This is an optimization exercise on Yosys and OpenROAD, whose aim is small area, not a production implementation.
The clock input has no modelled driver; a real chip could not lean on it and would need a root buffer or a full tree.

==> flow/design.v (excerpt) <==
module flashcart (
    input  wire        clk,
    input  wire        rst,           
    input  wire        req_valid,
    output wire        req_ready,
    input  wire        req_ev,        
    input  wire [2:0]  req_code,      
    input  wire [1:0]  req_win,       
    input  wire        req_we,        
    input  wire [12:0] req_off,
    input  wire [7:0]  req_data,
    input  wire        cfg_fj,        
    input  wire        cfg_bj,
    input  wire        cfg_cp,
    output wire        rsp_valid,
    output wire [7:0]  rsp_data,
    output wire        rsp_ok,        
    output wire        rsp_fwd,       
    output wire        rsp_map,       
    output wire [1:0]  rsp_ge,
    output wire [3:0]  rsp_bank,
    output wire [3:0]  rsp_flags,     
    output wire        rsp_bsel,      
    output wire        rsp_cpchg,     
    output wire        fl_en,
    output wire        fl_we,
    output wire [16:0] fl_addr,
    output wire [7:0]  fl_wdata,
    input  wire [7:0]  fl_rdata,
    output wire        ram_en,
    output wire        ram_we,
    output wire [14:0] ram_addr,
    output wire [7:0]  ram_wdata,
    input  wire [7:0]  ram_rdata
);
    localparam [3:0] F_READ          = 4'b0000,
                     F_UNLOCK1       = 4'b0001,
                     F_UNLOCK2       = 4'b0010,
                     F_AUTOSELECT    = 4'b0011,
                     F_PROGRAM       = 4'b0100,
                     F_ERASE_SETUP   = 4'b0101,
                     F_ERASE_UNLOCK1 = 4'b0110,
                     F_ERASE_UNLOCK2 = 4'b0111;
    reg        fj, bj, cp_dev;
    reg        att;
    reg        active;
    reg [3:0]  bank;
    reg        allow_bank, no_freeze, reu_mapping;
    reg        wol, cpe, export_ram;
    reg [3:0]  fstate;
    reg        ph;             
    reg [2:0]  ehi;            
    reg [13:0] elo;            
    wire f_perr  = (fstate[3:2] == 2'b10);
  ...
For scale: about 350 cells after synthesis, roughly 130 I/O pins, ~2600 µm² of cells after synthesis.
export LEC_CHECK = 0
export CAP_MARGIN = 0
export CORE_MARGIN = 2
export CORE_UTILIZATION = 45
export SLEW_MARGIN = 0
create_clock -name core_clock -period 5.0 [get_ports {clk}]
standard.sh (not shown) runs the stock make flow with config.mk's settings and CLKGATE_MAP_FILE= SYNTH_SCRIPT=/design/flow/synth_recipe.tcl, a recipe that flattens the netlist after the stock synthesis.
==> flow/flow/run.sh <==
#!/bin/bash
# ORFS layout as standard.sh runs it, with three changes:
#  - synthesis maps the logic with an area-oriented ABC script (flow/synth.tcl);
#  - the buffers ABC inserts are removed at floorplan;
#  - the port buffers are the smallest buffer, buf_1;
#  - the clock tree is a one level of clock buffers (flow/cts_hook.tcl).
set -euo pipefail
export FLOW_ABC_SCRIPT=$PWD/flow/abc_area.script
bash standard.sh SYNTH_SCRIPT=$PWD/flow/synth.tcl synth > synth.log 2>&1
bash standard.sh \
  BUFFER_PORTS_ARGS="-buffer_cell sky130_fd_sc_hd__buf_1" \
  REMOVE_ABC_BUFFERS=1 \
  CLK_KX=2 CLK_KY=2 CLK_CELL=sky130_fd_sc_hd__clkbuf_4 PRE_CTS_TCL=$PWD/flow/cts_hook.tcl \
  finish > layout.log 2>&1
==> flow/flow/cts_hook.tcl <==
# PRE_CTS hook: a one-level clock tree. The design has a few dozen
# flip-flops, so TritonCTS's H-tree (a root buffer and four leaf buffers)
# is replaced by CLK_KX x CLK_KY leaf buffers (CLK_CELL) driven by the
# clock port: the flip-flops are split into CLK_KX columns by x and each
# column into CLK_KY groups by y; each group gets a buffer placed at its
# centre. The rest of ORFS's CTS step (legalisation, timing repair) runs
# unchanged.
proc clock_tree_synthesis {args} {
  set kx $::env(CLK_KX)
  set ky $::env(CLK_KY)
  set block [ord::get_db_block]
  set master [[ord::get_db] findMaster $::env(CLK_CELL)]
  set clk [[$block findBTerm clk] getNet]
  set sinks {}
  foreach it [$clk getITerms] {
    set loc [[$it getInst] getLocation]
    lappend sinks [list [lindex $loc 0] [lindex $loc 1] $it]
  }
  set sinks [lsort -integer -index 0 $sinks]
  set n [llength $sinks]
  set g 0
  for {set i 0} {$i < $kx} {incr i} {
    set col [lrange $sinks [expr {($i * $n) / $kx}] [expr {(($i + 1) * $n) / $kx - 1}]]
    set col [lsort -integer -index 1 $col]
    set nc [llength $col]
    for {set j 0} {$j < $ky} {incr j} {
      set grp [lrange $col [expr {($j * $nc) / $ky}] [expr {(($j + 1) * $nc) / $ky - 1}]]
      set net [odb::dbNet_create $block clknet_leaf_$g]
      $net setSigType CLOCK
      set inst [odb::dbInst_create $block $master clkbuf_leaf_$g]
      set sx 0; set sy 0
      foreach s $grp {
        set sx [expr {$sx + [lindex $s 0]}]
        set sy [expr {$sy + [lindex $s 1]}]
        set it [lindex $s 2]
        $it disconnect
        $it connect $net
      }
      set m [llength $grp]
      [$inst findITerm A] connect $clk
      [$inst findITerm X] connect $net
      $inst setLocation [expr {$sx / $m}] [expr {$sy / $m}]
      $inst setPlacementStatus PLACED
      puts "clock tree: clkbuf_leaf_$g drives $m clock sinks"
      incr g
    }
  }
}
Other scripts of this flow, unchanged in this note and not shown: flow/flow/abc_area.script, flow/flow/synth.tcl
Rerun with:
--- a/flow/flow/run.sh
+++ b/flow/flow/run.sh
@@ -11,4 +11,4 @@
   BUFFER_PORTS_ARGS="-buffer_cell sky130_fd_sc_hd__buf_1" \
   REMOVE_ABC_BUFFERS=1 \
-  CLK_KX=2 CLK_KY=2 CLK_CELL=sky130_fd_sc_hd__clkbuf_4 PRE_CTS_TCL=$PWD/flow/cts_hook.tcl \
+  CLK_KX=3 CLK_KY=1 CLK_CELL=sky130_fd_sc_hd__clkbuf_8 PRE_CTS_TCL=$PWD/flow/cts_hook.tcl \
   finish > layout.log 2>&1
Routed wire length decreases by 0.39%.
Final area grows by 0.36%.
Setup slack is worse by 57 ps.
Core utilization went up by 0.20 points.
Die area does not change.
Worst hold slack barely changes.
Sequential share of layout area barely changes.
Maximum frequency fell by 1.2%.
Critical path depth is unchanged.
No functional check of the RTL was part of any run of this note. In every run of this note, the design's own scripts or RTL, not TritonCTS, make the clock network.

## re-timing with driven ports
In the flow no input, the clock included, has a driving cell. The finished layouts below were timed again as built, in two steps. Step 1: set_driving_cell puts a clkbuf_16 on clk and a buf_2 on each other input, an assumption about the parent block. Step 2, shift: input delay + t, output delay - t, t = (earliest + latest rising clock arrival at the registers) / 2. This alone moves slack from input paths to output paths. Three values: ideal, step 1, step 2; two values: the first two.
run	t, ns	setup WS [ns]	cell pins on the clock port's net
the first run	0.218	0.466 / 0.446 / 0.446	4
the second run	0.196	0.409 / 0.389 / 0.389	3
After both steps setup and hold are still met in every run listed.
